Context: an optimization exercise on an open-source flow, tuned for small area, a short achievable clock period and few clock cycles. The choices shown serve that exercise and are no tape-out recipe. In this exercise RTL edits were held to simulation tests only and were not proved equivalent to the original. Power figures rest on the tool's default switching activity, not on a simulated workload.

===== constraint.sdc =====
create_clock -name core_clock -period 8.0 [get_ports {clk}]
set_input_delay 1.6000 -clock core_clock [delete_from_list [all_inputs] [get_ports {clk}]]
set_output_delay 1.6000 -clock core_clock [all_outputs]
set_load 0.01 [all_outputs]

===== design.v =====
module prb_link #(
    parameter PANEL_W     = 240,
    parameter PANEL_H     = 240,
    parameter LINE_W      = 160,
    parameter SRC_H       = 144,
    parameter MADCTL_INIT = 8'h00,
    parameter COLMOD_16BPP = 8'h55,
    parameter MS_CYCLES   = 8
) (
    input             clk,
    input             rst,
    input             cmd_valid,
    output            cmd_ready,
    input      [12:0] cmd_addr,
    input      [31:0] cmd_data,
    output reg        rsp_valid,
    output     [7:0]  rsp_code,
    output     [15:0] rsp_off,
    output reg        sck,
    output reg        mosi,
    output reg        dc,
    output reg        csn,
    output reg        rstn,
    output reg        bl
);
    localparam X0 = (PANEL_W - LINE_W) / 2;
    localparam Y0 = (PANEL_H - SRC_H) / 2;
    localparam NRING = LINE_W / 16;
    localparam [3:0] F_NONE        = 4'h0;
    localparam [3:0] F_BAD_ACCESS  = 4'h1;
    localparam [3:0] F_BAD_REG     = 4'h2;
    localparam [3:0] F_NOT_OPEN    = 4'h6;
    localparam [3:0] F_OPEN        = 4'h7;
    localparam [3:0] F_INVERTED    = 4'h8;
    localparam [3:0] F_RANGE       = 4'h9;
    localparam [3:0] F_UNINIT      = 4'hA;
    localparam [3:0] F_PAL_INDEX   = 4'hB;
    localparam [3:0] F_ROW_RANGE   = 4'hE;
    localparam [2:0] OP_INIT  = 3'd0;
    localparam [2:0] OP_WIN   = 3'd1;
    localparam [2:0] OP_FILL  = 3'd2;
    localparam [2:0] OP_DRAW  = 3'd3;
    localparam [2:0] OP_PIXEL = 3'd4;
    localparam [2:0] OP_INV   = 3'd5;
    localparam [2:0] OP_IDLE  = 3'd6;
    localparam [2:0] OP_POWER = 3'd7;
    localparam [1:0] IT_BYTE = 2'd0;
    localparam [1:0] IT_RST0 = 2'd1;
    localparam [1:0] IT_RST1 = 2'd2;
    localparam [1:0] IT_END  = 2'd3;
    localparam [4:0] LB_INVALID = 5'h10;
    localparam [4:0] LB_BADHI   = 5'h11;
    reg [5*LINE_W-1:0] lbr;      
    reg [255:0] palr;            
    reg [15:0]  pal_v;
    reg [3:0]   ph;
    reg         sweep;
    reg         xv;              
    reg         xc;              
    reg         xr;              
    reg [12:0]  xa;
    reg [31:0]  xd;
    reg         xk_mis, xk_lb, xk_pal, xk_reg, xk_drw, xk_op;
    reg         xg;              
    reg [3:0]   xf;              
    reg         ret;             
    reg [7:0]   lb_ok;
    reg [7:0]  w_cs, w_ce, w_rs, w_re;
    reg        c_inv, c_rng, r_inv, r_rng;
    reg [15:0] f_col;
    reg [7:0]  f_x, f_y, f_w, f_h;   
    reg        f_xb, f_yb, f_wb, f_hb;
    reg        f_wz, f_hz;
    reg        sopen;
    reg        rdy;
    reg        s_idle, s_scan, s_pre, s_next, s_byte, s_wait;
    reg [2:0]  op;
    reg        o_draw, o_fill;
    reg [4:0]  step;
    reg [7:0]  col, row;
    reg        half;
    reg        lc_r, lr_r;       
    reg [4:0]  lbq;
    reg        scv;
    reg [3:0]  nidx;
    reg        ni_v;
    reg [15:0] pcol;
    reg        pc_v;
    reg [7:0]  sh;
    reg        hi;               
    reg [2:0]  bc;
    reg        blast;            
    reg        pfe;
    reg [1:0]  pw;
    reg [10:0] wcnt;
    reg        wz;               
    reg [3:0]  rcode;
    reg [12:0] roff;
    reg [1:0]  ik;
    reg [7:0]  iv;
    reg        idc, ife, ipix;
    reg [1:0]  ipw;
    assign cmd_ready = rdy;
    assign rsp_code  = {4'h0, rcode};
    assign rsp_off   = {3'b000, roff};
    wire [4:0]  rsel   = xa[6:2];
    wire [7:0]  lb_i   = xa[9:2];
    wire [3:0]  pal_k  = xa[5:2];
    wire [15:0] d_lo   = xd[15:0];
    wire [15:0] d_hi   = xd[31:16];
    wire        xk_wr  = xk_lb | xk_pal;
    wire        x_new  = xv & ~xc & ~xr;                     
    wire        x_run  = x_new & ~xk_op & ~xk_wr;            
    wire        x_go   = xc & xg;                            
    wire        lb_kg  = (xd[7:4] == 4'h0) & pal_v[xd[3:0]];
    wire [8:0]  f_xe   = {1'b0, f_x} + {1'b0, f_w};         
    wire [8:0]  f_ye   = {1'b0, f_y} + {1'b0, f_h};
    wire        f_orng = f_xb | f_wb | f_yb | f_hb |
                         (f_xe >= PANEL_W) | (f_ye >= PANEL_H);
    reg [3:0] chk;
    always @(*) begin
        chk = F_NONE;
        if (xk_drw) begin
            if (sopen)              chk = F_OPEN;
            else if (d_lo >= SRC_H) chk = F_ROW_RANGE;
        end else begin
            case (rsel)
                5'h13: begin  
                    if (sopen)                chk = F_OPEN;
                    else if (c_inv | r_inv)   chk = F_INVERTED;
                    else if (c_rng | r_rng)   chk = F_RANGE;
                end
                5'h14: begin  
                    if (sopen)                chk = F_OPEN;
                    else if (d_lo >= PANEL_W || d_hi >= PANEL_H)
                                              chk = F_RANGE;
                end
                5'h16: begin  
                    if (!sopen)               chk = F_NOT_OPEN;
                end
                5'h1B: begin  
                    if (sopen)                chk = F_OPEN;
                    else if (f_wz | f_hz)     chk = F_INVERTED;
                    else if (f_orng)          chk = F_RANGE;
                end
                default: begin  
                    if (sopen)                chk = F_OPEN;
                end
            endcase
        end
    end
    wire [12:0] a      = cmd_addr;
    wire        acc    = cmd_valid & rdy;
    wire        a_mis  = (a[1:0] != 2'b00);
    wire        a_lb   = ~a_mis & (a[12:10] == 3'b100) & (a[9:2] < LINE_W);
    wire        a_pal  = ~a_mis & (a[12:6] == 7'b0000100);
    wire        a_reg  = ~a_mis & (a[12:7] == 6'd0) & a[6];
    wire        a_drw  = ~a_mis & (a[12:2] == 11'h020);
    wire        a_op   = a_drw | (a_reg &
                         ((a[6:2] == 5'h10) | (a[6:2] == 5'h13) | (a[6:2] == 5'h14) |
                          (a[6:2] == 5'h16) | ((a[6:2] >= 5'h1B) & (a[6:2] != 5'h1E))));
    wire        a_al   = (a[5:2] == ph_n);
    wire        a_next = ~a_op & (~(a_lb | a_pal) | a_al);
    wire [3:0]  ph_n   = ph + 4'd1;
    wire [15:0] pal_port = palr[15:0];
    wire [4:0]  x_code = (xd[7:4] != 4'h0) ? LB_BADHI : {1'b0, xd[3:0]};
    reg  [4:0]  lbp;      
    integer k;
    always @(*) begin
        lbp = 5'd0;
        for (k = 0; k < NRING; k = k + 1)
            if (col[7:4] == k)
                lbp = lbr[16*k*5 +: 5];
    end
    wire        pix    = o_fill | o_draw;
    wire        lastc  = o_draw ? (row == LINE_W - 1) : (col == f_w);
    wire        lastr  = o_draw | (row == f_h);
    reg [1:0]  it_k;
    reg [7:0]  it_v;
    reg        it_dc;     
    reg        it_fe;     
    reg        it_pix;    
    reg [1:0]  it_pw;     
    always @(*) begin
        it_k   = IT_BYTE;
        it_v   = 8'h00;
        it_dc  = 1'b1;
        it_fe  = 1'b0;
        it_pix = 1'b0;
        it_pw  = 2'd0;
        case (step)
            5'd0:  it_k = IT_RST0;
            5'd1:  it_k = IT_RST1;
            5'd2:  begin it_v = 8'h01; it_dc = 1'b0; it_fe = 1'b1; it_pw = 2'd1; end
            5'd3:  begin it_v = 8'h11; it_dc = 1'b0; it_fe = 1'b1; it_pw = 2'd2; end
            5'd4:  begin it_v = 8'h3A; it_dc = 1'b0; end
            5'd5:  begin it_v = COLMOD_16BPP; it_fe = 1'b1; end
            5'd6:  begin it_v = 8'h36; it_dc = 1'b0; end
            5'd7:  begin it_v = MADCTL_INIT; it_fe = 1'b1; end
            5'd8:  begin it_v = 8'h2A; it_dc = 1'b0; end
            5'd10: it_v = w_cs;
            5'd12: begin it_v = w_ce; it_fe = 1'b1; end
            5'd13: begin it_v = 8'h2B; it_dc = 1'b0; end
            5'd15: it_v = w_rs;
            5'd17: begin it_v = w_re; it_fe = 1'b1; end
            5'd18: begin it_v = 8'h2C; it_dc = 1'b0; it_fe = 1'b1; end
            5'd19: begin
                if (op == OP_INIT) begin
                    it_v = 8'h13; it_dc = 1'b0; it_fe = 1'b1;
                end else if (pix) begin
                    it_pix = 1'b1; it_fe = half & lastc & lastr;
                end else
                    it_k = IT_END;
            end
            5'd20: begin
                if (op == OP_INIT) begin
                    it_v = 8'h29; it_dc = 1'b0; it_fe = 1'b1; it_pw = 2'd3;
                end else
                    it_k = IT_END;
            end
            5'd22: begin
                it_dc = 1'b0; it_fe = 1'b1;
                case (op)
                    OP_INV:  it_v = {7'b0010000, xd[0]};
                    OP_IDLE: it_v = {7'b0011100, xd[0]};
                    default: begin
                        it_v  = {7'b0001000, ~xd[0]};
                        it_pw = xd[0] ? 2'd0 : 2'd3;
                    end
                endcase
            end
            5'd24: it_v = xd[15:8];
            5'd25: it_v = xd[7:0];
            5'd9, 5'd11, 5'd14, 5'd16: it_v = 8'h00;
            default: it_k = IT_END;
        endcase
    end
    wire [15:0] pc    = o_fill ? f_col : pcol;
    wire [7:0]  pbyte = half ? pc[7:0] : pc[15:8];
    wire need  = s_next | (blast & (pw == 2'd0)) | (s_wait & wz);
    wire stall = ipix & o_draw & ~half & ~pc_v;
    wire ld    = need & ~stall;
    wire lo_ld = ld & ipix & half;
    wire fetch   = o_draw & ~s_idle & ~s_scan;
    wire lb_cap  = fetch & ~ni_v & (col[3:0] == ph) & (col < LINE_W);
    wire pal_cap = fetch & ni_v & (nidx == ph) & (~pc_v | lo_ld);
    wire scan_al  = (col[3:0] == ph);
    wire scan_bad = s_scan & scv & (lbq[4] | ~pal_v[lbq[3:0]]);
    wire scan_ok  = s_scan & scv & ~scan_bad & (col == LINE_W);
    wire op_end  = (ld & (ik == IT_END)) | scan_bad;
    wire x_cons  = ret | x_run | (xc & ~xg) | (xr & op_end);
    wire xv_n    = acc | (xv & ~x_cons);
    wire ret_n   = acc ? ((a_lb | a_pal) & a_al)
                       : (xv & ~x_cons & xk_wr & (pal_k == ph_n));
    wire done_n  = acc ? a_next : ret_n;
    wire sweep_n = sweep & (ph != 4'd15);
    integer r, s;
    always @(posedge clk) begin
        for (r = 0; r < NRING; r = r + 1) begin
            for (s = 0; s < 15; s = s + 1)
                lbr[(16*r+s)*5 +: 5] <= lbr[(16*r+s+1)*5 +: 5];
            if (sweep)
                lbr[(16*r+15)*5 +: 5] <= LB_INVALID;
            else if (ret & xk_lb & (lb_i[7:4] == r))
                lbr[(16*r+15)*5 +: 5] <= x_code;
            else
                lbr[(16*r+15)*5 +: 5] <= lbr[(16*r)*5 +: 5];
        end
        for (s = 0; s < 15; s = s + 1)
            palr[16*s +: 16] <= palr[16*(s+1) +: 16];
        palr[16*15 +: 16] <= (ret & xk_pal) ? d_lo : pal_port;
    end
    always @(posedge clk) begin
        lbq  <= lbp;
        ik   <= it_k;
        iv   <= it_v;
        idc  <= it_dc;
        ife  <= it_fe;
        ipix <= it_pix;
        ipw  <= it_pw;
        lc_r <= lastc;
        lr_r <= lastr;
        if (rdy | ~xv) begin
            xa     <= cmd_addr;
            xd     <= cmd_data;
            xk_mis <= a_mis;
            xk_lb  <= a_lb;
            xk_pal <= a_pal;
            xk_reg <= a_reg;
            xk_drw <= a_drw;
            xk_op  <= a_op;
        end
        if (x_new) begin
            xg <= (chk == F_NONE);
            xf <= chk;
        end
        if (lb_cap)
            nidx <= lbp[3:0];
        if (pal_cap)
            pcol <= pal_port;
        if (ld & (ik == IT_BYTE))
            hi <= 1'b0;
        else if (s_byte)
            hi <= ~hi;
    end
    always @(posedge clk) begin
        if (rst) begin
            ph    <= 4'd0;
            sweep <= 1'b1;
            pal_v <= 16'h0000;
            lb_ok <= 8'd0;
        end else begin
            ph    <= ph_n;
            sweep <= sweep_n;
            if (ret & xk_pal)
                pal_v[pal_k] <= 1'b1;
            if (ret & xk_lb) begin
                if (lb_i == lb_ok && lb_kg)
                    lb_ok <= lb_ok + 8'd1;
                else if (!lb_kg)
                    lb_ok <= 8'd0;
            end
            if (scan_ok)
                lb_ok <= LINE_W;
        end
    end
    always @(posedge clk) begin
        if (rst) begin
            rdy       <= 1'b0;
            xv        <= 1'b0;
            xc        <= 1'b0;
            xr        <= 1'b0;
            ret       <= 1'b0;
            s_idle    <= 1'b1;
            s_scan    <= 1'b0;
            s_pre     <= 1'b0;
            s_next    <= 1'b0;
            s_byte    <= 1'b0;
            s_wait    <= 1'b0;
            op        <= OP_INIT;
            o_draw    <= 1'b0;
            o_fill    <= 1'b0;
            step      <= 5'd0;
            rsp_valid <= 1'b0;
            rcode     <= 4'h0;
            roff      <= 13'h0;
            sck       <= 1'b0;
            mosi      <= 1'b0;
            dc        <= 1'b1;
            csn       <= 1'b1;
            rstn      <= 1'b1;
            bl        <= 1'b0;
            w_cs <= 8'd0; w_ce <= 8'd0; w_rs <= 8'd0; w_re <= 8'd0;
            c_inv <= 1'b0; c_rng <= 1'b0; r_inv <= 1'b0; r_rng <= 1'b0;
            f_col <= 16'h0;
            f_x <= 8'd0; f_y <= 8'd0; f_w <= 8'd0; f_h <= 8'd0;
            f_xb <= 1'b0; f_yb <= 1'b0; f_wb <= 1'b0; f_hb <= 1'b0;
            f_wz <= 1'b1; f_hz <= 1'b1;
            sopen     <= 1'b0;
            pfe       <= 1'b0;
            pw        <= 2'd0;
            blast     <= 1'b0;
            wz        <= 1'b0;
            scv       <= 1'b0;
            half      <= 1'b0;
            col       <= 8'd0;
            row       <= 8'd0;
            ni_v      <= 1'b0;
            pc_v      <= 1'b0;
        end else begin
            rsp_valid <= 1'b0;
            rdy       <= ~sweep_n & (~xv_n | done_n);
            xv        <= xv_n;
            ret       <= ret_n;
            xc        <= x_new & xk_op;
            if (x_go)
                xr <= 1'b1;
            if (xr & op_end)
                xr <= 1'b0;
            s_pre     <= 1'b0;
            if (s_pre)
                s_next <= 1'b1;
            if (ret) begin
                rsp_valid <= 1'b1;
                rcode     <= F_NONE;
                roff      <= 13'h0;
            end
            if (x_run) begin
                rsp_valid <= 1'b1;
                rcode     <= F_NONE;
                roff      <= 13'h0;
                if (xk_mis) begin
                    rcode <= F_BAD_ACCESS;
                    roff  <= xa;
                end else if (!xk_reg) begin
                    rcode <= F_BAD_REG;
                    roff  <= xa;
                end else begin
                    case (rsel)
                        5'h11: begin  
                            w_cs  <= xd[7:0];
                            w_ce  <= xd[23:16];
                            c_inv <= (d_lo > d_hi);
                            c_rng <= (d_hi >= PANEL_W);
                        end
                        5'h12: begin  
                            w_rs  <= xd[7:0];
                            w_re  <= xd[23:16];
                            r_inv <= (d_lo > d_hi);
                            r_rng <= (d_hi >= PANEL_H);
                        end
                        5'h15: begin  
                            if (sopen) begin
                                rcode <= F_OPEN; roff <= xa;
                            end else begin
                                sopen <= 1'b1;
                                csn   <= 1'b0;
                            end
                        end
                        5'h17: begin  
                            if (!sopen) begin
                                rcode <= F_NOT_OPEN; roff <= xa;
                            end else begin
                                sopen <= 1'b0;
                                csn   <= 1'b1;
                            end
                        end
                        5'h18: f_col <= d_lo;
                        5'h19: begin
                            f_x <= xd[7:0];   f_xb <= (xd[15:8] != 8'd0);
                            f_y <= xd[23:16]; f_yb <= (xd[31:24] != 8'd0);
                        end
                        5'h1A: begin
                            f_w <= xd[7:0] - 8'd1;   f_wb <= (xd[15:8] != 8'd0);
                            f_h <= xd[23:16] - 8'd1; f_hb <= (xd[31:24] != 8'd0);
                            f_wz <= (xd[15:0] == 16'd0);
                            f_hz <= (xd[31:16] == 16'd0);
                        end
                        default: bl <= xd[0];  
                    endcase
                end
            end
            if (xc & ~xg) begin
                rsp_valid <= 1'b1;
                rcode     <= xf;
                roff      <= xa;
            end
            if (x_go) begin
                s_idle <= 1'b0;
                s_pre  <= 1'b1;
                o_draw <= 1'b0;
                o_fill <= 1'b0;
                if (xk_drw) begin
                    op     <= OP_DRAW;
                    o_draw <= 1'b1;
                    col    <= lb_ok;
                    scv    <= 1'b0;
                    if (lb_ok == LINE_W) begin
                        w_cs <= X0;
                        w_ce <= X0 + LINE_W - 1;
                        w_rs <= Y0 + xd[7:0];
                        w_re <= Y0 + xd[7:0];
                        c_inv <= 1'b0; c_rng <= 1'b0; r_inv <= 1'b0; r_rng <= 1'b0;
                        step <= 5'd8;
                        col  <= 8'd0;
                        row  <= 8'd0;
                        half <= 1'b0;
                        ni_v <= 1'b0;
                        pc_v <= 1'b0;
                    end else begin
                        s_pre  <= 1'b0;
                        s_scan <= 1'b1;
                    end
                end else begin
                    case (rsel)
                        5'h10: begin  
                            w_cs <= 8'd0; w_ce <= PANEL_W - 1;
                            w_rs <= 8'd0; w_re <= PANEL_H - 1;
                            c_inv <= 1'b0; c_rng <= 1'b0; r_inv <= 1'b0; r_rng <= 1'b0;
                            op   <= OP_INIT;
                            step <= 5'd0;
                        end
                        5'h13: begin  
                            op   <= OP_WIN;
                            step <= 5'd8;
                        end
                        5'h14: begin  
                            w_cs <= xd[7:0];   w_ce <= xd[7:0];
                            w_rs <= xd[23:16]; w_re <= xd[23:16];
                            c_inv <= 1'b0; c_rng <= 1'b0; r_inv <= 1'b0; r_rng <= 1'b0;
                            op   <= OP_WIN;
                            step <= 5'd8;
                        end
                        5'h16: begin  
                            op   <= OP_PIXEL;
                            step <= 5'd24;
                        end
                        5'h1B: begin  
                            w_cs <= f_x; w_ce <= f_xe[7:0];
                            w_rs <= f_y; w_re <= f_ye[7:0];
                            c_inv <= 1'b0; c_rng <= 1'b0; r_inv <= 1'b0; r_rng <= 1'b0;
                            op     <= OP_FILL;
                            o_fill <= 1'b1;
                            step   <= 5'd8;
                            col    <= 8'd0;
                            row    <= 8'd0;
                            half   <= 1'b0;
                        end
                        default: begin  
                            op   <= (rsel == 5'h1C) ? OP_INV :
                                    (rsel == 5'h1F) ? OP_IDLE : OP_POWER;
                            step <= 5'd22;
                        end
                    endcase
                end
            end
            if (s_scan) begin
                scv <= scan_al;
                if (scan_al) begin
                    col  <= col + 8'd1;
                    roff <= {1'b1, 2'b00, col, 2'b00};
                end
                if (scan_bad) begin
                    if (lbq[4]) begin
                        rcode <= lbq[0] ? F_PAL_INDEX : F_UNINIT;
                        roff  <= roff;
                    end else begin
                        rcode <= F_UNINIT;
                        roff  <= {5'b00001, 2'b00, lbq[3:0], 2'b00};
                    end
                    rsp_valid <= 1'b1;
                    s_scan    <= 1'b0;
                    s_idle    <= 1'b1;
                end else if (scan_ok) begin
                    w_cs <= X0;
                    w_ce <= X0 + LINE_W - 1;
                    w_rs <= Y0 + xd[7:0];
                    w_re <= Y0 + xd[7:0];
                    c_inv <= 1'b0; c_rng <= 1'b0; r_inv <= 1'b0; r_rng <= 1'b0;
                    step <= 5'd8;
                    col  <= 8'd0;
                    row  <= 8'd0;
                    half <= 1'b0;
                    ni_v <= 1'b0;
                    pc_v <= 1'b0;
                    s_scan <= 1'b0;
                    s_pre  <= 1'b1;
                end
            end
            if (lb_cap) begin
                ni_v <= 1'b1;
                col  <= col + 8'd1;
            end
            if (pal_cap) begin
                ni_v <= 1'b0;
                pc_v <= 1'b1;
            end else if (lo_ld)
                pc_v <= 1'b0;
            if (s_byte) begin
                if (!hi) begin
                    sck   <= 1'b1;
                    csn   <= 1'b0;
                    blast <= (bc == 3'd7);
                end else if (!blast) begin
                    sck  <= 1'b0;
                    mosi <= sh[6];
                    sh   <= {sh[6:0], 1'b0};
                    bc   <= bc + 3'd1;
                end else begin
                    sck   <= 1'b0;
                    blast <= 1'b0;
                    if (pw != 2'd0) begin
                        csn    <= 1'b1;
                        pfe    <= 1'b0;
                        pw     <= 2'd0;
                        wcnt   <= (pw == 2'd1) ? 11'd1198 :
                                  (pw == 2'd2) ? 11'd958 : 11'd959;
                        wz     <= 1'b0;
                        s_byte <= 1'b0;
                        s_wait <= 1'b1;
                    end else if (stall) begin
                        s_byte <= 1'b0;
                        s_next <= 1'b1;
                    end
                end
            end
            if (s_wait) begin
                wcnt <= wcnt - 11'd1;
                wz   <= (wcnt == 11'd1);
                if (wz & stall) begin
                    s_wait <= 1'b0;
                    s_next <= 1'b1;
                end
            end
            if (ld) begin
                if (pfe)
                    csn <= 1'b1;
                pfe    <= 1'b0;
                step   <= step + 5'd1;
                s_next <= 1'b0;
                s_byte <= 1'b0;
                s_wait <= 1'b0;
                case (ik)
                    IT_BYTE: begin
                        sh     <= ipix ? pbyte : iv;
                        mosi   <= ipix ? pbyte[7] : iv[7];
                        dc     <= idc;
                        bc     <= 3'd0;
                        pfe    <= ife;
                        pw     <= ipw;
                        s_byte <= 1'b1;
                        if (ipix) begin
                            step <= step;
                            if (!half) begin
                                half <= 1'b1;
                            end else begin
                                half <= 1'b0;
                                if (o_draw) begin
                                    if (lc_r) step <= 5'd20;
                                    else row <= row + 8'd1;
                                end else if (lc_r) begin
                                    col <= 8'd0;
                                    if (lr_r) step <= 5'd20;
                                    else row <= row + 8'd1;
                                end else
                                    col <= col + 8'd1;
                            end
                        end
                    end
                    IT_RST0: begin
                        rstn   <= 1'b0;
                        wcnt   <= 11'd799;
                        wz     <= 1'b0;
                        s_wait <= 1'b1;
                    end
                    IT_RST1: begin
                        rstn   <= 1'b1;
                        wcnt   <= 11'd798;
                        wz     <= 1'b0;
                        s_wait <= 1'b1;
                    end
                    default: begin
                        rsp_valid <= 1'b1;
                        rcode     <= F_NONE;
                        roff      <= 13'h0;
                        s_idle    <= 1'b1;
                    end
                endcase
            end
        end
    end
endmodule

===== flow/run.sh =====
#!/bin/bash
# The standard layout (the standard.sh) with: port buffers of buf_4 cells
# instead of the slow delay buffers buffer_ports picks by default; timing
# repair aiming at 5.3 ns of setup slack (a 2.7 ns period); larger clock-tree
# sink clusters and
# no dummy clock loads.
set -euo pipefail
bash standard.sh \
  BUFFER_PORTS_ARGS="-buffer_cell sky130_fd_sc_hd__buf_4" \
  SETUP_SLACK_MARGIN=5.3 \
  CTS_ARGS="-sink_clustering_enable -repair_clock_nets -sink_clustering_size 30 -sink_clustering_max_diameter 80 -dont_use_dummy_load" \
  finish > standard.log 2>&1

===== standard.sh =====
#!/bin/bash
# synth_recipe.tcl (not shown) runs the flow's synth.tcl, then flattens the netlist and writes it again
# the make line also repeats each setting of config.mk as NAME=value (left out here)
make -C /OpenROAD-flow-scripts/flow DESIGN_CONFIG=/design/flow/config.mk WORK_HOME=/design/flow/orfs CLKGATE_MAP_FILE= SYNTH_SCRIPT=/design/flow/synth_recipe.tcl "${@:-finish}"

===== config.mk =====
export PLATFORM = sky130hd
export DESIGN_NAME = prb_link
export DESIGN_NICKNAME = prb_link
export VERILOG_FILES = /design/flow/design.v
export SDC_FILE = /design/flow/constraint.sdc
export NUM_CORES = 4
export LEC_CHECK = 0
export CAP_MARGIN = 20
export CORE_MARGIN = 2
export CORE_UTILIZATION = 65
export PLACE_DENSITY = 0.75
export SLEW_MARGIN = 20

==> run summary, run 1 <==
- FF-to-FF End: xg
- Post-layout nets: 3301
- Final setup viols: 0
- Tmin final: 2.73 ns
- Share of layout cells above drive strength 1: 12.5%
- Seq/Total Area, Yosys: 72.0%
- HP Class: register to register
- Slew @ Worst Pin: 0.836 ns
- Global-route wire length before repair: 145 mm
- Setup TNS: 0 ns
- Die X: 250 um
- # Max-Cap Violations: 0
- Crit-path max FO: 3
- Cts bufs inserted: 55
- Largest net degree at the start of global routing: 90
- Hold depth: 0
- Worst-Skew Late Latency: 0.67 ns
- P per Cell Area: 240 nW/um^2
- Layout filler cell count: 3723
- RSZ-0062 raised after global routing: true
- Setup WS pre-CTS: 3.75 ns
- Post-DP Area: 40500 um^2
- Drt first pass iters: 7
- Worst-case clock skew: 0.0894 ns
- Syn Area/Cell: 12.6 um^2
- Reg area: 28300 um^2
- EDFF count, synth: 96
- Initial antenna violation count: 4
- Maximum vdd drop: 249 uV
- Hold violation count in the final report: 0
- Drc violations: 0
- Clock tree buffer depth: 3
- Synth Flop Type: dfxtp_1
- Hold Startpoint: palr[189]
- Total congestion overflow: 0
- CTS Sinks: 1365
- Final wirelength: 96.2 mm
- Status: finished clean
- Antenna Nets Post-Route: 0
- Synth Instances: 3111
- Critical path launch point type: register
- Reg with most FFs: lbr
- Mapped Area: 39300 um^2
- WL per Instance: 24.2 um
- Worst EP arrival: 3.15 ns
- CTS H-tree depth: 2
- Max FFs per register: 800
- Hold Path End: palr[173]
- CTS Root Cell: clkbuf_16
- FMAX: 367 MHz
- Worst setup slack after layout: 5.27 ns
- Leak: 0.0164 uW
- Drt initial violations: 2087
- Final HPWL DP: 60.9 mm
- Library cells used by synthesis: 91
- R2r setup slk: 5.27 ns
- CTS tree: done
- #FFs+latches synth: 1365
- Row count: 90
- Critical Path RT: 8.43 ns
- Core region area: 60000 um^2
- Overall die area: 62400 um^2
- Tot GR Track Use: 30.5%
- Design area: 43000 um^2
- Fraction of registers with async set/reset: 0%
- Final period util: 34.1%
- Vias in the first global route: 23.5k
- Top Registers: lbr (800), palr (256), xd (32)
- Worst reg2reg path depth: 9
- Final Max Slew Viols: 0
- CP Class: register to register
- Slew HR: 44.0%
- Avg Vias per Cell: 5.92
- CP Capture Type: register
- Initial Util: 65.5%
- Area of the multi-input gates: 10600 um^2
- Synth warnings: 1
- Final GP Congestion: 0.909
- Tot Pwr: 10300 uW
- Reg2Reg Launch Point: f_x[0]
- Fin Hold WS: 0.285 ns
- I/O Buffers: 72
- I/O Pins: 80
- Vias: 23.5k
- Area delta synth->final: 9.31%
- Reg clk slew, reported paths: 0.11 ns
- Die height: 250 um
[power by group]
part,switching (uW),internal (uW),total [uW],leakage (uW)
clock network,1940,1230,3180,0.000678
registers,30.3,6890,6920,0.0112
logic,129,77.5,207,0.00459
[routing by layer]
metal	up-vias	global-route usage (%)	wire length [um]	part of all wire, %
li1	10800	-	-	-
met1	11600	40.3	40100	42
met2	876	51.2	46500	48
met3	233	4.27	5780	6.0
met4	2	12.0	3770	3.9
met5	-	0	13	0.014
[layout make-up]
cell class | instances | area share, %
Antenna cell | 1 | 0.00583
Clock buffer | 55 | 3.20
Inverter | 55 | 0.501
Multi-Input combinational cell | 1541 | 24.7
Sequential cell | 1365 | 66.0
Tap cell | 782 | 2.28
Timing Repair Buffer | 169 | 3.31
[through the flow]
step                      cells  utilization, %
final                      3968            71.6
after global routing       3967            71.6
after global placement     3847            67.5
after floorplan            3117               -
after CTS                  3947            71.0
after detailed placement   3847            67.5
[cell families (layout without fill, tap and decap cells)]
kind of cell | Yosys count | after routing | share of synthesized area (%)
flops | 1365 | 1365 | 72.0
other cells | 1 | 8 | 0.00954
simple gates | 744 | 745 | 9.02
compound gates | 508 | 508 | 8.75
mux | 126 | 126 | 3.90
xor+xnor | 88 | 88 | 1.96
fa+ha+maj | 67 | 67 | 2.17
buf+inv | 212 | 279 | 2.20
[what timing repair did]
action | 4_1_cts | 5_1_grt
hold buffers | 0 | 0
pin swaps | 15 | 9
resized for setup | 106 | 38
buffers inserted | 45 | 19
setup endpoints to repair | 193 | 93
gates cloned | 0 | 1
[worst max path at each step]
| stage | start | endpoint | cells past startpoint |
|---|---|---|---|
| floorplan | cmd_addr[10] | rdy | 7 |
| global placement | rst | roff[0] | 6 |
| detailed placement | rst | roff[10] | 6 |
| CTS | f_h[3] | xg | 8 |
| global route | f_h[0] | xg | 9 |
| finish | f_x[0] | xg | 9 |
[cells in the mapped netlist, types with 20 or more instances]
master       n  share of area [%]
buf_2       20               0.25
a21oi_1    138                1.8
clkbuf_1   116                1.1
a211oi_1    57                1.1
mux2i_1     90                2.3
nor4_1      20               0.32
inv_1       53               0.51
nand2_1    174                1.7
nor2b_1     26               0.41
nand3_1     70               0.89
nand2b_1    20               0.32
nor3_1      40               0.51
nor2_1     268                2.6
dfxtp_1   1269                 65
a22oi_1     30               0.57
and3_1      27               0.43
mux4_2      20                1.1
a31oi_1     33               0.53
o21ai_0     71               0.90
xnor2_1     54                1.2
xor2_1      34               0.76
edfxtp_1    96                7.3
ha_1        64                2.0
[worst max-delay path, cell delays in order, from the launching register on]
cell and delay (ns):
dfxtp_2 0.35, ha_4 0.17, fa_2 0.42, a211oi_4 0.23, nor2_1 0.06, o211ai_1 0.34, o2111ai_2 0.28, a211oi_2 0.31
a31oi_2 0.18, nor3_1 0.17
[layout by cell type (no fill, tap or decap), types with 51 or more instances in the layout]
| cell | instances |
|---|---|
| nor2_1 | 257 |
| a211oi_1 | 51 |
| dfxtp_1 | 1232 |
| clkbuf_16 | 55 |
| nand2_1 | 169 |
| edfxtp_1 | 96 |
| a21oi_1 | 136 |
| inv_1 | 52 |
| buf_4 | 139 |
| o21ai_0 | 68 |
| mux2i_1 | 90 |
| ha_1 | 59 |
| xnor2_1 | 53 |
| nand3_1 | 69 |
Testbench counts, summed over its fixed seeds: cycles 170,644.
==> run 2, diff against run 1 <==
==> flow/run.sh (replaced) <==
#!/bin/bash
# The standard layout (the standard.sh) with:
# - port buffers of buf_4 cells instead of the slow delay buffers that
#   buffer_ports picks by default;
# - timing repair aiming at 5.3 ns of setup slack (about a 2.7 ns period);
# - larger clock-tree sink clusters and no dummy clock loads.
set -euo pipefail
bash standard.sh \
  BUFFER_PORTS_ARGS="-buffer_cell sky130_fd_sc_hd__buf_4" \
  SETUP_SLACK_MARGIN=5.3 \
  CTS_ARGS="-sink_clustering_enable -repair_clock_nets -sink_clustering_size 24 -sink_clustering_max_diameter 80 -dont_use_dummy_load" \
  finish > standard.log 2>&1
==> run 2 against run 1 <==
  * Setup slack lost 0.0048 ns
  * Via count is essentially flat
  * Sequential power is essentially flat
  * Clock-buffer cell count grew 14
  * Final area grew 0.38%
  * Clock skew shrank 0.0072 ns
  * Hold slack gained 0.018 ns
  * Power grew 3.8%
  * Register-to-register slack is essentially flat
  * Wire length grew 1.7%
  * Utilization grew 0.27 points
  * Critical path depth shrank 4
  * Largest cell class unchanged
  * Largest power group unchanged
  * Highest routed layer unchanged
==> run summary, run 2 <==
- Global-route wire length before repair: 147 mm
- Final period util: 34.1%
- Max FFs per register: 800
- Comb power frac: 1.9%
- #FFs+latches synth: 1365
- Final GP Congestion: 0.909
- Largest stage delay on the critical path: 0.61 ns
- FMAX: 366 MHz
- Tmin final: 2.73 ns
- CP Class: register to register
- Die height: 250 um
- Worst-case clock skew: 0.0822 ns
- Final HPWL DP: 60.9 mm
- Synth Area in XOR/XNOR: 1.96%
- Initial antenna violation count: 3
- CTS Root Cell: clkbuf_16
- Seq/Total Area, Yosys: 72.0%
- I/O Buffers: 72
- Row count: 90
- CTS tree: done
- Drt initial violations: 1940
- Hold Startpoint: lbr[578]
- Critical path launch point type: register
- Die X: 250 um
- Slew HR: 38.6%
- Mapped Area: 39300 um^2
- CP max-delay cell: and3b_1
- P per Cell Area: 248 nW/um^2
- Clock tree buffer depth: 3
- Vias in the first global route: 23.8k
- Syn Area/Cell: 12.6 um^2
- RSZ-0062 raised after global routing: true
- Largest net degree at the start of global routing: 90
- Drt first pass iters: 7
- Sw frac: 20.4%
- EDFF count, synth: 96
- Core region area: 60000 um^2
- HP Class: register to register
- Cell family with most CP delay: simple AND/OR/NAND/NOR gates
- CTS H-tree depth: 3
- Reg clk slew, reported paths: 0.09 ns
- Tot Pwr: 10700 uW
- CP Capture Type: register
- Status: finished clean
- Leak: 0.0165 uW
- WP buf/inv: 0
- Adder-cell share of the synthesized area: 2.17%
- Total congestion overflow: 0
- CP Cell Sequence: nand2_1 -> nor3b_2 -> and3b_1 -> nor2_1 -> a211oi_1
- Drc violations: 0
- Largest family of logic cells by synthesized area: simple AND/OR/NAND/NOR gates
- Synth Instances: 3111
- Maximum vdd drop: 237 uV
- Final wirelength: 97.8 mm
- Reg2Reg Launch Point: ret
- Library cells used by synthesis: 91
- Commonest non-fill, non-tap cell in the layout: dfxtp_1
- Hold violation count in the final report: 0
- Vias: 23.5k
- Final Max Slew Viols: 0
- Synth Flop Type: dfxtp_1
- ANT cells: 0
- Most area-consuming cells after synthesis: dfxtp_1 (65%), edfxtp_1 (7.3%), nor2_1 (2.6%)
- Cts bufs inserted: 69
- Sequential share of power: 64.7%
- Overall die area: 62400 um^2
- Yosys top cell area share: 64.7%
- Area delta synth->final: 9.73%
- WL per Instance: 24.6 um
- Internal: 8510 uW
- Slew @ Worst Pin: 0.917 ns
- Psw: 2180 uW
- Setup WS pre-CTS: 3.75 ns
- Worst-Skew Late Latency: 0.65 ns
- Initial Util: 65.5%
- Post-layout nets: 3303
- Compound-gate portion of the synthesized area: 8.75%
- Fraction of registers with async set/reset: 0%
- Final setup viols: 0
- I/O Pins: 80
- # Max-Cap Violations: 0
- Highest-count cells in the layout ignoring fill and taps: dfxtp_1 (1238), nor2_1 (255), nand2_1 (170)
- Synth warnings: 1
- Worst EP arrival: 3.21 ns
- Antenna Nets Post-Route: 0
- Top Registers: lbr (800), palr (256), xd (32)
- Mux cell area share after synthesis: 3.90%
- Critical path startpoint: ret
- Worst setup slack after layout: 5.27 ns
- Simple-gate area share of the yosys netlist: 9.02%
- Tot GR Track Use: 31.1%
- CTS Sinks: 1365
- Most common library cells after synthesis: dfxtp_1 (1269), nor2_1 (268), nand2_1 (174)
- Top-count cell post-synth: dfxtp_1
- Crit-path max FO: 7
- Yosys top cell by area: dfxtp_1
- Fin Hold WS: 0.303 ns
- Avg Vias per Cell: 5.91
- Reg with most FFs: lbr
- Critical Path RT: 8.48 ns
- Clock network power share: 33.4%
- Cts hold-fix bufs: 0
- Share of layout cells above drive strength 1: 12.4%
- Setup TNS: 0 ns
-- run 2: cell counts after synthesis --
Identical to the previous run, type by type.
-- run 2: cell families after synthesis --
kind of cell,Yosys count
adder cells (fa/ha/maj),67
other,1
buffers and inverters,212
flip-flops,1365
multiplexers,126
XOR/XNOR,88
AND/OR/NAND/NOR,744
AO/OA/AOI/OAI,508
-- run 2: per-stage QoR --
stage                     instance area (um^2)  util (%)  cells
after floorplan                          39400         -   3117
after global placement                   40500      67.5   3847
after detailed placement                 40500      67.5   3847
after CTS                                42700      71.2   3945
after global routing                     43100      71.8   3969
final                                    43100      71.8   3969
-- run 2: final timing paths --
kind,end,slack (ns),cells after the start
worst max-delay path,lbr[555],5.27,5
worst min-delay path,lbr[573],0.30,0
worst max register to register,lbr[555],5.27,5
worst min register to register,lbr[573],0.30,0
-- run 2: worst register-to-register path, delay by kind of cell (launching register included) --
family / cells / cell delay [ns]
DFF: 1 / 0.54
AOI/OAI and AO/OA: 1 / 0.34
and+or+nand+nor: 4 / 1.73
-- run 2: timing repair --
item,in CTS,in global routing
pin swaps,12,15
setup buffers,29,23
cloned,0,1
setup endpoints to repair,197,76
gates resized for setup,76,45
-- run 2: area by class of cell --
type / count / area, um^2
clock buffers: 69 / 1730
fillers: 3713 / 16900
inverters: 55 / 215
multi-input cells: 1541 / 10600
flip-flops and latches: 1365 / 28300
well taps: 782 / 978
repair buffers: 157 / 1260
-- run 2: routing by layer --
layer  wire length, um  GRT usage, %  vias up
li1                  -             -    10800
met1             40600          41.0    11500
met2             47800          52.6      917
met3              5630          4.27      234
met4              3730          11.7        2
met5                16             0        -
-- run 2: power by group through the flow --
stage / Sequential (uW) / Clock [uW] / Combinational (uW)
after CTS: 6920 / 3620 / 192
after global routing: 6920 / 3820 / 216
after detailed placement: 7080 / 0 / 177
after global placement: 7080 / 0 / 172
after floorplan: 7060 / 0 / 114
final: 6920 / 3570 / 203
==> run 3, diff against run 2 <==
--- a/flow/run.sh
+++ b/flow/run.sh
@@ -8,5 +8,5 @@
 bash standard.sh \
   BUFFER_PORTS_ARGS="-buffer_cell sky130_fd_sc_hd__buf_4" \
   SETUP_SLACK_MARGIN=5.3 \
-  CTS_ARGS="-sink_clustering_enable -repair_clock_nets -sink_clustering_size 24 -sink_clustering_max_diameter 80 -dont_use_dummy_load" \
+  CTS_ARGS="-sink_clustering_enable -repair_clock_nets -sink_clustering_size 20 -sink_clustering_max_diameter 50 -dont_use_dummy_load -sink_clustering_buffer sky130_fd_sc_hd__clkbuf_8" \
   finish > standard.log 2>&1
==> run 3 against run 2 <==
  * Global-route usage down 1.4 points
  * Clock-buffer cell count up 26
  * Critical path type is now register to output port
  * Maximum frequency grew 2.0%
  * Die area did not move
==> run summary, run 3 <==
- Status: finished clean
- # Max-Cap Violations: 0
- Library cells used by synthesis: 91
- Max FFs per register: 800
- I/O Buffers: 72
- Tmin final: 2.68 ns
- Synth Flop Type: dfxtp_1
- Yosys top cell by area: dfxtp_1
- Setup TNS: 0 ns
- Core region area: 60000 um^2
- Global-route wire length before repair: 141 mm
- Final Max Slew Viols: 0
- Fin Hold WS: 0.271 ns
- Final period util: 33.5%
- Clock network power share: 30.5%
- EDFF count, synth: 96
- R2r setup slk: 5.34 ns
- Hold violation count in the final report: 0
- Die height: 250 um
- Psw: 2110 uW
- Final wirelength: 93.1 mm
- Total congestion overflow: 0
- Leak: 0.0163 uW
- CP Cell Sequence: buf_6
- Final setup viols: 0
- Hold Path End: lbr[284]
- CTS Sinks: 1365
- Crit-path max FO: 2
- Worst-Skew Late Latency: 0.66 ns
- Highest-count cells in the layout ignoring fill and taps: dfxtp_1 (1240), nor2_1 (256), nand2_1 (169)
- Worst-case clock skew: 0.128 ns
- Slew HR: 45.3%
- CTS tree: done
- Critical path launch point type: register
- Yosys top cell area share: 64.7%
- Drt first pass iters: 6
- Initial Util: 65.5%
- Setup WS pre-CTS: 3.75 ns
- CP max-delay cell: dfxtp_2
- Largest net degree at the start of global routing: 90
- Drt initial violations: 1926
- FMAX: 374 MHz
- WL per Instance: 23.4 um
- Reg with most FFs: lbr
- Drc violations: 0
- Synth Instances: 3111
- Comb power frac: 2.0%
- Overall die area: 62400 um^2
- Vias: 23.3k
- Most common library cells after synthesis: dfxtp_1 (1269), nor2_1 (268), nand2_1 (174)
- CP Capture Type: output port
- Critical Path RT: 6.40 ns
- HP Class: register to register
- Hold depth: 0
- Syn Area/Cell: 12.6 um^2
- Area delta synth->final: 8.79%
- Antenna Nets Post-Route: 0
- CTS H-tree depth: 3
- Clock tree buffer depth: 3
- Die X: 250 um
- Avg Vias per Cell: 5.85
- Post-layout util: 71.2%
- Slew @ Worst Pin: 0.818 ns
- Maximum vdd drop: 246 uV
- Largest stage delay on the critical path: 0.35 ns
- Mapped Area: 39300 um^2
- Post-layout nets: 3317
- Internal: 8140 uW
- RSZ-0062 raised after global routing: true
- Critical path depth in cells: 1
- Sw frac: 20.6%
- Worst reg2reg path depth: 9
- Final HPWL DP: 60.9 mm
- CP Class: register to output port
- Share of layout cells above drive strength 1: 12.7%
- Initial antenna violation count: 1
- CTS Root Cell: clkbuf_16
- Top Registers: lbr (800), palr (256), xd (32)
- Worst EP arrival: 1.08 ns
- I/O Pins: 80
- Fraction of registers with async set/reset: 0%
- Top-count cell post-synth: dfxtp_1
- Post-DP Area: 40500 um^2
- Commonest non-fill, non-tap cell in the layout: dfxtp_1
- Seq/Total Area, Yosys: 72.0%
- FF-to-FF End: w_ce[7]
- Final GP Congestion: 0.909
- Cell family with most CP delay: flip-flops
- Cts bufs inserted: 95
- P per Cell Area: 240 nW/um^2
- Vias in the first global route: 23.4k
- Reg2Reg Launch Point: xa[3]
- Row count: 90
- Worst setup slack after layout: 5.32 ns
- Synth warnings: 1
- Hold Startpoint: lbr[289]
- ANT cells: 0
- Design area: 42700 um^2
- Sequential share of power: 67.5%
- #FFs+latches synth: 1365
- Most area-consuming cells after synthesis: dfxtp_1 (65%), edfxtp_1 (7.3%), nor2_1 (2.6%)
- WP buf/inv: 1
- Tot GR Track Use: 29.7%
- Reg clk slew, reported paths: 0.12 ns
## run 3: changes by cell type in the layout (fill, tap and decap cells not counted), moves of 2 or more
cell,before,now
dfxtp_2,30,28
a211oi_4,1,3
buf_4,141,127
a211oi_2,6,3
clkbuf_8,0,87
nand3_2,4,2
nor3_2,3,5
nand3_1,67,69
dfxtp_1,1238,1240
clkbuf_16,69,9
## run 3: area by class of cell
type | count | area, um^2
sequential | 1365 | 28300
fill | 3835 | 17300
multi-input combinational | 1541 | 10600
clock buffer | 95 | 1410
timing repair buffer | 145 | 1180
tap | 782 | 978
inverter | 55 | 215
## run 3: what timing repair did
item,4_1_cts,5_1_grt
pin swaps,17,14
setup endpoints to repair,184,75
hold buffers,0,0
gates resized for setup,77,53
gates cloned,1,0
hold endpoints to repair,0,0
setup buffers,30,10
## run 3: power groups by stage
stage          clock network (uW)  registers [uW]  logic (uW)
2_1_floorplan                   0            7060         114
3_3_place_gp                    0            7080         172
3_5_place_dp                    0            7080         177
4_1_cts                      3190            6920         193
5_1_grt                      3390            6920         214
6_report                     3130            6920         202
## run 3: worst reg2reg max path, cell delays in order, from the launching register on
cell	delay, ns
edfxtp_1	0.43
ha_2	0.36
and4b_1	0.25
buf_6	0.30
nor2_1	0.09
nor2_1	0.25
nand2_1	0.28
a211o_1	0.37
a21oi_1	0.14
nor2_1	0.05
## run 3: kinds of logic after synthesis
| logic type | after synthesis | share of synthesized area [%] |
|---|---|---|
| compound gates | 508 | 8.75 |
| simple gates | 744 | 9.02 |
| flops | 1365 | 72.0 |
| mux | 126 | 3.90 |
| other cells | 1 | 0.00954 |
| xor+xnor | 88 | 1.96 |
| buf+inv | 212 | 2.20 |
| fa+ha+maj | 67 | 2.17 |
## run 3: through the flow
| stage | power, uW | instances |
|---|---|---|
| 4_1_cts | 10300 | 3973 |
| 5_1_grt | 10500 | 3983 |
| 6_report | 10300 | 3983 |
| 3_3_place_gp | 7250 | 3847 |
| 3_5_place_dp | 7260 | 3847 |
| 2_1_floorplan | 7170 | 3117 |
## run 3: metal layers
metal  global-route usage, %  routed length (um)
met2                    49.3               44500
met1                    39.7               39900
met4                    12.3                3720
met5                       0                   0
met3                    3.89                5070
## run 3: how the worst max path moves through the flow
stage                 start     endpoint  slack (ns)
6_report           roff[11]  rsp_off[11]        5.32
5_1_grt               xa[3]      w_ce[7]        5.20
4_1_cts              f_x[0]           xg        5.23
3_5_place_dp            rst     roff[10]        3.75
3_3_place_gp            rst      roff[0]        3.81
2_1_floorplan  cmd_addr[10]          rdy        5.20
==> run 4, diff against run 3 <==
--- a/flow/run.sh
+++ b/flow/run.sh
@@ -8,5 +8,5 @@
 bash standard.sh \
   BUFFER_PORTS_ARGS="-buffer_cell sky130_fd_sc_hd__buf_4" \
   SETUP_SLACK_MARGIN=5.3 \
-  CTS_ARGS="-sink_clustering_enable -repair_clock_nets -sink_clustering_size 20 -sink_clustering_max_diameter 50 -dont_use_dummy_load -sink_clustering_buffer sky130_fd_sc_hd__clkbuf_8" \
+  CTS_ARGS="-sink_clustering_enable -repair_clock_nets -sink_clustering_size 16 -sink_clustering_max_diameter 60 -dont_use_dummy_load -sink_clustering_buffer sky130_fd_sc_hd__clkbuf_8" \
   finish > standard.log 2>&1
==> run 4 against run 3 <==
  * Still clean
  * Utilization is 0.30 points higher
  * Power is 0.37% higher
  * Area after synthesis unchanged
  * Clock-buffer cell count grew 3
  * Register-to-register slack lost 0.05 ns
  * Critical path depth up 8
==> run summary, run 4 <==
- Share of layout cells above drive strength 1: 13.2%
- Crit-path max FO: 3
- # Max-Cap Violations: 0
- Status: finished clean
- Reg2Reg Launch Point: f_x[0]
- EDFF count, synth: 96
- Yosys top cell area share: 64.7%
- WL per Instance: 23.2 um
- Global-route wire length before repair: 141 mm
- Worst EP arrival: 3.13 ns
- Maximum vdd drop: 261 uV
- Hold Path End: lbr[294]
- Row count: 90
- Fraction of registers with async set/reset: 0%
- Top Registers: lbr (800), palr (256), xd (32)
- Total congestion overflow: 0
- Syn Area/Cell: 12.6 um^2
- Reg with most FFs: lbr
- Drt first pass iters: 8
- Cts bufs inserted: 98
- Setup TNS: 0 ns
- Synth Flop Type: dfxtp_1
- Cts hold-fix bufs: 0
- HP Class: register to register
- Most area-consuming cells after synthesis: dfxtp_1 (65%), edfxtp_1 (7.3%), nor2_1 (2.6%)
- Tmin final: 2.71 ns
- Initial antenna violation count: 1
- #FFs+latches synth: 1365
- Max FFs per register: 800
- Final Max Slew Viols: 0
- Avg Vias per Cell: 5.83
- Drt initial violations: 1843
- Slew @ Worst Pin: 0.905 ns
- Final setup viols: 0
- Highest-count cells in the layout ignoring fill and taps: dfxtp_1 (1237), nor2_1 (257), nand2_1 (170)
- Area delta synth->final: 9.24%
- Antenna Nets Post-Route: 0
- Core region area: 60000 um^2
- I/O Buffers: 72
- Drc violations: 0
- RSZ-0062 raised after global routing: true
- Largest net degree at the start of global routing: 90
- CTS Sinks: 1365
- Placed cell count: 3847
- Post-layout nets: 3341
- P per Cell Area: 240 nW/um^2
- Most common library cells after synthesis: dfxtp_1 (1269), nor2_1 (268), nand2_1 (174)
- Final GP Congestion: 0.909
- Critical path launch point type: register
- CP Capture Type: register
- Hold depth: 0
- Clock tree buffer depth: 3
- Vias in the first global route: 23.5k
- Commonest non-fill, non-tap cell in the layout: dfxtp_1
- Hold Startpoint: lbr[299]
- Die height: 250 um
- CTS Root Cell: clkbuf_16
- Seq/Total Area, Yosys: 72.0%
- Vias: 23.3k
- Final wirelength: 92.8 mm
- Worst-Skew Late Latency: 0.62 ns
- Hold violation count in the final report: 0
- Synth warnings: 1
- Final period util: 33.9%
- FMAX: 368 MHz
- FF-to-FF End: xg
- Yosys top cell by area: dfxtp_1
- Worst-case clock skew: 0.0599 ns
- Tot GR Track Use: 29.7%
- Synth Instances: 3111
- Top-count cell post-synth: dfxtp_1
- Reg clk slew, reported paths: 0.10 ns
- CTS H-tree depth: 3
- Mapped Area: 39300 um^2
- Die X: 250 um
- Worst reg2reg path depth: 9
- R2r setup slk: 5.29 ns
- Final std cells w/o fill: 4007
- Leak: 0.0165 uW
- I/O Pins: 80
- Slew HR: 39.5%
- Final HPWL DP: 60.9 mm
- CTS tree: done
- Critical Path RT: 8.42 ns
- Library cells used by synthesis: 91
- ANT cells: 0
- Initial Util: 65.5%
- CP Class: register to register
- Overall die area: 62400 um^2
run 4: metal layers:
metal	share of wire, %	global-route usage (%)	vias up
met2	48	49.5	869
met1	42	39.5	11400
met4	4.0	11.7	2
met3	5.6	4.13	234
li1	-	-	10900
met5	0.014	0	-
run 4: kinds of logic after synthesis:
kind of cell	share of synthesized area, %
AOI/OAI and AO/OA	8.75
other	0.00954
adders and majority gates	2.17
muxes	3.90
xor gates and xnor gates	1.96
DFF	72.0
and+or+nand+nor	9.02
buffers and inverters	2.20
run 4: timing repair:
action                                  CTS  global route
buffers inserted                         39            22
gates resized for setup                  85            39
endpoints found under the setup margin  188            77
cloned                                    1             0
pin swaps                                12             9
run 4: critical path, cell delays in order (launching register included):
cell and delay (ns):
dfxtp_4 0.36, ha_4 0.17, fa_2 0.42, a211oi_4 0.23
nor2_1 0.06, o211ai_1 0.34, o2111ai_2 0.29, a211oi_2 0.33
a31oi_2 0.18, nor3_1 0.17
run 4: per-stage QoR:
step                hold slack, ns  area, um^2  utilization, %  power (uW)  setup slack (ns)
floorplan                    0.310       39400               -        7170              5.20
global placement             0.310       40500            67.5        7250              3.81
detailed placement           0.312       40500            67.5        7260              3.75
CTS                          0.288       42600            70.9       10300              5.25
global route                 0.279       42900            71.5       10600              5.20
finish                       0.284       42900            71.5       10300              5.29
run 4: layout make-up:
class                           count  area, um^2
Clock buffer                       98        1450
Fill cell                        3777       17100
Inverter                           55         215
Multi-Input combinational cell   1541       10600
Sequential cell                  1365       28300
Tap cell                          782         978
Timing Repair Buffer              166        1340
run 4: how the worst max path moves through the flow:
stage / start / to / slack [ns] / cells after the start
after global placement: rst / roff[0] / 3.81 / 6
after CTS: f_h[3] / xg / 5.25 / 8
after global routing: xd[15] / xg / 5.20 / 7
after detailed placement: rst / roff[10] / 3.75 / 6
final: f_x[0] / xg / 5.29 / 9
after floorplan: cmd_addr[10] / rdy / 5.20 / 7
run 4: power breakdown:
part           total (uW)  switching [uW]  internal, uW
registers            6910            29.3          6880
logic                 204             128          76.4
clock network        3170            1960          1210
==> run 5, diff against run 4 <==
==> flow/run.sh (replaced) <==
#!/bin/bash
# The standard layout (the standard.sh) with:
# - port buffers of buf_4 cells instead of the slow delay buffers that
#   buffer_ports picks by default;
# - timing repair aiming at 5.6 ns of setup slack;
# - larger clock-tree sink clusters and no dummy clock loads.
set -euo pipefail
bash standard.sh \
  BUFFER_PORTS_ARGS="-buffer_cell sky130_fd_sc_hd__buf_4" \
  SETUP_SLACK_MARGIN=5.6 \
  CTS_ARGS="-sink_clustering_enable -repair_clock_nets -sink_clustering_size 16 -sink_clustering_max_diameter 60 -dont_use_dummy_load -sink_clustering_buffer sky130_fd_sc_hd__clkbuf_8" \
  finish > standard.log 2>&1
==> run 5 against run 4 <==
  * First-iteration DRC count shrank 3.5%
  * Clock power is essentially flat
  * Largest cell class unchanged
  * Register-to-register slack gained 0.16 ns
  * Highest routed layer unchanged
  * Clock skew shrank 0.0024 ns
  * Global-route usage shrank 0.36 points
==> run summary, run 5 <==
- Top-count cell post-synth: dfxtp_1
- Highest-count cells in the layout ignoring fill and taps: dfxtp_1 (1212), nor2_1 (253), buf_4 (191)
- #FFs+latches synth: 1365
- Reg with most FFs: lbr
- Final wirelength: 93.2 mm
- I/O Pins: 80
- Total congestion overflow: 0
- Library cells used by synthesis: 91
- Post-DP Area: 40500 um^2
- DR WL met3: 5.65 mm
- Seq/Total Area, Yosys: 72.0%
- WP buf/inv: 1
- Reg clk slew, reported paths: 0.10 ns
- Setup WS pre-CTS: 4.20 ns
- Hold violation count in the final report: 0
- FMAX: 368 MHz
- HP Class: register to register
- Top Registers: lbr (800), palr (256), xd (32)
- Setup TNS: 0 ns
- Final Max Slew Viols: 0
- EDFF count, synth: 96
- Yosys top cell by area: dfxtp_1
- Final GP Congestion: 0.935
- Antenna Nets Post-Route: 0
- Top Metal Used: met5
- Fraction of registers with async set/reset: 0%
- Synth Instances: 3111
- Yosys top cell area share: 64.7%
- CTS Sinks: 1365
- CP Class: register to output port
- Vias in the first global route: 23.4k
- Drc violations: 0
- Hold depth: 0
- Post-layout nets: 3424
- I/O Buffers: 72
- Most area-consuming cells after synthesis: dfxtp_1 (65%), edfxtp_1 (7.3%), nor2_1 (2.6%)
- Post-layout util: 74.0%
- Mapped Area: 39300 um^2
- Worst-case clock skew: 0.0575 ns
- Worst setup slack after layout: 5.28 ns
- Area delta synth->final: 13.0%
- WL per Instance: 22.8 um
- Worst EP arrival: 1.12 ns
- Maximum vdd drop: 219 uV
- Largest net degree at the start of global routing: 77
- Critical path launch point type: register
- Slew HR: 26.6%
- CP Capture Type: output port
- Worst reg2reg path depth: 9
- Final period util: 34.0%
- RSZ-0062 raised after global routing: true
- Cts hold-fix bufs: 0
- Design area: 44400 um^2
- P per Cell Area: 232 nW/um^2
- Worst-Skew Late Latency: 0.63 ns
- Max FFs per register: 800
- Drt first pass iters: 8
- Largest family of logic cells by synthesized area: simple AND/OR/NAND/NOR gates
- Tmin final: 2.72 ns
- Most common library cells after synthesis: dfxtp_1 (1269), nor2_1 (268), nand2_1 (174)
- Die X: 250 um
- Synth Area in XOR/XNOR: 1.96%
- Final HPWL DP: 59.2 mm
- Initial antenna violation count: 2
- CTS H-tree depth: 3
- # Max-Cap Violations: 0
- Synth Flop Type: dfxtp_1
- Row count: 90
- Leak: 0.0171 uW
- Global-route wire length before repair: 140 mm
- Commonest non-fill, non-tap cell in the layout: dfxtp_1
- Avg Vias per Cell: 5.80
- Compound-gate portion of the synthesized area: 8.75%
- Drt initial violations: 1778
- Metal2 WL: 44.4 mm
- CP max-delay cell: dfxtp_2
- Mux cell area share after synthesis: 3.90%
- Initial Util: 65.5%
- Met1 wire length: 39.3 mm
- CP Cell Sequence: buf_6
- Clock tree buffer depth: 3
- Tot GR Track Use: 29.3%
- Tot Pwr: 10300 uW
- Simple-gate area share of the yosys netlist: 9.02%
- Critical path depth in cells: 1
- Cts bufs inserted: 97
- Synth warnings: 1
- Cell family with most CP delay: flip-flops
- Core region area: 60000 um^2
- Status: finished clean
- Final setup viols: 0
- CTS tree: done
- Crit-path max FO: 2
- Syn Area/Cell: 12.6 um^2
- Die height: 250 um
- Share of layout cells above drive strength 1: 18.1%
- Critical Path RT: 6.40 ns
- Slew @ Worst Pin: 1.10 ns
- Largest stage delay on the critical path: 0.38 ns
- Adder-cell share of the synthesized area: 2.17%
- Vias: 23.7k
- CTS Root Cell: clkbuf_16
- Overall die area: 62400 um^2
-- run 5: repair_timing --
| action | 4_1_cts | 5_1_grt |
|---|---|---|
| endpoints found under the hold margin | 0 | 0 |
| gates resized for setup | 194 | 106 |
| endpoints found under the setup margin | 264 | 160 |
| gates cloned | 3 | 3 |
| pin swaps | 34 | 60 |
| setup buffers | 82 | 61 |
-- run 5: cell type report --
type / count / area [um^2]
Multi-Input combinational cell: 1541 / 11100
Clock buffer: 97 / 1440
Antenna cell: 1 / 2.50
Sequential cell: 1365 / 28400
Timing Repair Buffer: 250 / 2320
Inverter: 55 / 223
Fill cell: 3733 / 15600
Tap cell: 782 / 978
-- run 5: kinds of logic after synthesis --
kind of cell | after synthesis
DFF | 1365
other | 1
buffers and inverters | 212
xor gates and xnor gates | 88
and+or+nand+nor | 744
muxes | 126
adders and majority gates | 67
AOI/OAI and AO/OA | 508
-- run 5: worst paths after layout --
| path | start | endpoint | slack, ns |
|---|---|---|---|
| worst max-delay path | bl | bl | 5.28 |
| worst min-delay path | lbr[555] | lbr[550] | 0.31 |
| worst max register to register | f_y[1] | xf[3] | 5.45 |
| worst min register to register | lbr[555] | lbr[550] | 0.31 |
-- run 5: per-stage QoR --
stage | instances | hold WS, ns
floorplan | 3117 | 0.310
global route | 4090 | 0.316
CTS | 4026 | 0.296
global placement | 3844 | 0.310
finish | 4091 | 0.308
detailed placement | 3844 | 0.312
-- run 5: power breakdown --
group	internal (uW)	switching [uW]	leakage, uW	total (uW)
logic	100	140	0.00517	240
registers	6880	31.1	0.0112	6910
clock network	1200	1970	0.000744	3170
total	8180	2140	0.0171	10300
-- run 5: layer usage --
metal / up-vias / GRT usage, %
met2: 851 / 48.7
li1: 11100 / -
met4: 2 / 11.4
met1: 11600 / 38.8
met5: - / 0
met3: 238 / 4.77
==> run 6, diff against run 5 <==
==> flow/run.sh (replaced) <==
#!/bin/bash
# The standard layout (the standard.sh) with:
# - port buffers of buf_4 cells instead of the slow delay buffers that
#   buffer_ports picks by default;
# - timing repair aiming at 5.45 ns of setup slack;
# - larger clock-tree sink clusters and no dummy clock loads.
set -euo pipefail
bash standard.sh \
  BUFFER_PORTS_ARGS="-buffer_cell sky130_fd_sc_hd__buf_4" \
  SETUP_SLACK_MARGIN=5.45 \
  CTS_ARGS="-sink_clustering_enable -repair_clock_nets -sink_clustering_size 16 -sink_clustering_max_diameter 60 -dont_use_dummy_load -sink_clustering_buffer sky130_fd_sc_hd__clkbuf_8" \
  finish > standard.log 2>&1
==> run 6 against run 5 <==
  * Final area decreased by 2.4%
  * Area after synthesis unchanged
  * Sequential power about the same
  * Critical path type unchanged
  * Clock power about the same
  * Global-route usage increased by 0.88 points
  * Via count decreased by 0.68%
  * Sequential share of layout area increased by 1.5 points
  * Final cell count decreased by 1.8%
  * Die area unchanged
  * Power about the same
==> run summary, run 6 <==
- Post-layout nets: 3351
- CP max-delay cell: dfxtp_4
- Drc violations: 0
- Core region area: 60000 um^2
- Largest net degree at the start of global routing: 73
- Maximum vdd drop: 220 uV
- Final period util: 33.7%
- RSZ-0062 raised after global routing: true
- Largest stage delay on the critical path: 0.37 ns
- Cell family with most CP delay: flip-flops
- Slew HR: 35.7%
- Highest-count cells in the layout ignoring fill and taps: dfxtp_1 (1229), nor2_1 (256), nand2_1 (167)
- WP buf/inv: 1
- Reg with most FFs: lbr
- Tmin final: 2.70 ns
- Row count: 90
- Worst-case clock skew: 0.0605 ns
- Hold Path End: lbr[140]
- Cts hold-fix bufs: 0
- Final HPWL DP: 59.7 mm
- #FFs+latches synth: 1365
- Synth Instances: 3111
- Top Registers: lbr (800), palr (256), xd (32)
- Critical Path RT: 6.40 ns
- Status: finished clean
- Busiest grt layer: met2
- Synth Flop Type: dfxtp_1
- Top-count cell post-synth: dfxtp_1
- Reg2Reg Launch Point: f_x[1]
- Library cells used by synthesis: 91
- Final wirelength: 94.4 mm
- Vias in the first global route: 23.9k
- FMAX: 371 MHz
- EDFF count, synth: 96
- Total congestion overflow: 0
- Reg clk slew, reported paths: 0.10 ns
- Setup TNS: 0 ns
- Hold depth: 0
- Worst reg2reg path depth: 9
- CTS Root Cell: clkbuf_16
- P per Cell Area: 238 nW/um^2
- Vias: 23.6k
- Antenna Nets Post-Route: 0
- CTS H-tree depth: 3
- M1 GR Usage: 40.4%
- Initial Util: 65.5%
- I/O Buffers: 72
- Drt initial violations: 1664
- # Max-Cap Violations: 0
- Slew @ Worst Pin: 0.956 ns
- Mapped Area: 39300 um^2
- HP Class: register to register
- Cts bufs inserted: 98
- Initial antenna violation count: 2
- Seq/Total Area, Yosys: 72.0%
- Yosys top cell area share: 64.7%
- Most area-consuming cells after synthesis: dfxtp_1 (65%), edfxtp_1 (7.3%), nor2_1 (2.6%)
- Hold Startpoint: lbr[145]
- CP Capture Type: output port
- Crit-path max FO: 3
- Leak: 0.0166 uW
- Drt first pass iters: 5
- Met3 Use GR: 4.64%
- CP Cell Sequence: buf_6
- Worst EP arrival: 1.10 ns
- Yosys top cell by area: dfxtp_1
- Max FFs per register: 800
- Most common library cells after synthesis: dfxtp_1 (1269), nor2_1 (268), nand2_1 (174)
- Overall die area: 62400 um^2
- I/O Pins: 80
- Area delta synth->final: 10.4%
- FF-to-FF End: xg
- Synth warnings: 1
- Die height: 250 um
- GR Util met2: 49.8%
- Fraction of registers with async set/reset: 0%
- Hold violation count in the final report: 0
- Die X: 250 um
- Syn Area/Cell: 12.6 um^2
- Avg Vias per Cell: 5.87
- Design area: 43400 um^2
- CTS tree: done
- Final setup viols: 0
- Layout filler cell count: 3734
- Worst-Skew Late Latency: 0.65 ns
- Critical path launch point type: register
- R2r setup slk: 5.35 ns
- Global-route wire length before repair: 144 mm
- WL per Instance: 23.5 um
- Final Max Slew Viols: 0
- Post-DP Area: 40500 um^2
- Final GP Congestion: 0.908
- CTS Sinks: 1365
- CP Class: register to output port
- Clock tree buffer depth: 3
- Commonest non-fill, non-tap cell in the layout: dfxtp_1
- Tot GR Track Use: 30.2%
- Share of layout cells above drive strength 1: 14.5%
## run 6: report_power, final
group          internal, uW  total (uW)  switching (uW)
logic                  81.9         213             131
clock network          1210        3190            1980
registers              6880        6910            30.4
## run 6: what timing repair did
action,4_1_cts,5_1_grt
resized for setup,147,67
pin swaps,21,16
buffers inserted,46,22
setup endpoints to repair,257,114
gates cloned,2,2
## run 6: logic make-up (layout without fill, tap and decap cells)
family                   Yosys count  count (layout)  synth area share [%]
flip-flops                      1365            1365                  72.0
AND/OR/NAND/NOR                  744             745                  9.02
AO/OA/AOI/OAI                    508             509                  8.75
buffers and inverters            212             328                  2.20
multiplexers                     126             126                  3.90
XOR/XNOR                          88              88                  1.96
adder cells (fa/ha/maj)           67              67                  2.17
other                              1               8               0.00954
## run 6: worst max path at each step
stage                 startpoint          to  slack [ns]  cells past startpoint
global placement             rst    roff[11]        3.59                      5
finish                   roff[4]  rsp_off[4]        5.30                      1
floorplan           cmd_addr[10]         rdy        5.20                      7
global route              f_x[1]          xg        5.23                      9
CTS                      roff[4]  rsp_off[4]        5.27                      1
detailed placement           rst     roff[0]        3.48                      5
## run 6: through the flow
stage	worst slack [ns]	std cells	power (uW)	util, %	hold slack (ns)
6_report	5.30	4018	10300	72.2	0.289
5_1_grt	5.23	4017	10600	72.2	0.286
4_1_cts	5.27	3993	10400	71.4	0.286
3_5_place_dp	3.48	3847	7260	67.5	0.312
3_3_place_gp	3.59	3846	7250	67.4	0.309
2_1_floorplan	5.20	3117	7170	-	0.310
## run 6: layer usage
layer | up-vias | wire [um]
met5 | - | 0
met4 | 0 | 3990
met3 | 231 | 5280
met2 | 881 | 44900
met1 | 11600 | 40300
li1 | 10900 | -
## run 6: final cells by class
class / count / area (um^2) / share of cell area, %
Inverter: 55 / 230 / 0.531
Multi-Input combinational cell: 1542 / 10800 / 24.8
Antenna cell: 1 / 2.50 / 0.00577
Timing Repair Buffer: 175 / 1580 / 3.65
Clock buffer: 98 / 1450 / 3.34
Tap cell: 782 / 978 / 2.26
Sequential cell: 1365 / 28400 / 65.4

static timing again, ports no longer ideal:
The flow's constraints put no driver on any port. The routed layouts listed below were extracted and timed again, unchanged, in two steps. Step 1: set_driving_cell puts a clkbuf_16 on clk and a buf_2 on each other input, an assumption about the parent block. Step 2 moves the port delays by t, midway between the first and last clock arrival at a register: inputs arrive t later, outputs are due t later. That takes back most of the time a late clock gives input paths. Slacks: ideal / step 1 / step 2; pairs: ideal / step 1.
| run | t, ns | setup slack, ns | hold WS [ns] | worst setup path at the end | slew at the worst register clock pin (ns) |
|---|---|---|---|---|---|
| run 1 | 0.698 | 5.273 / 5.244 / 4.687 | 0.285 / 0.285 / 0.285 | input to register | 0.11 / 0.11 |
| run 2 | 0.670 | 5.269 / 5.262 / 4.697 | 0.303 / 0.303 / 0.303 | input to register | 0.10 / 0.10 |
| run 3 | 0.664 | 5.323 / 5.257 / 4.715 | 0.271 / 0.271 / 0.271 | input to register | 0.12 / 0.12 |
| run 4 | 0.659 | 5.285 / 5.259 / 4.697 | 0.284 / 0.284 / 0.284 | input to register | 0.11 / 0.11 |
| run 5 | 0.666 | 5.283 / 5.220 / 4.916 | 0.308 / 0.308 / 0.308 | input to register | 0.11 / 0.11 |
| run 6 | 0.674 | 5.304 / 5.236 / 4.834 | 0.289 / 0.289 / 0.289 | input to register | 0.11 / 0.11 |
After both steps setup and hold are still met in every run listed. The setup slack of run 3, which loses most, moves by -0.066 ns with the drivers and by -0.608 ns with both steps.
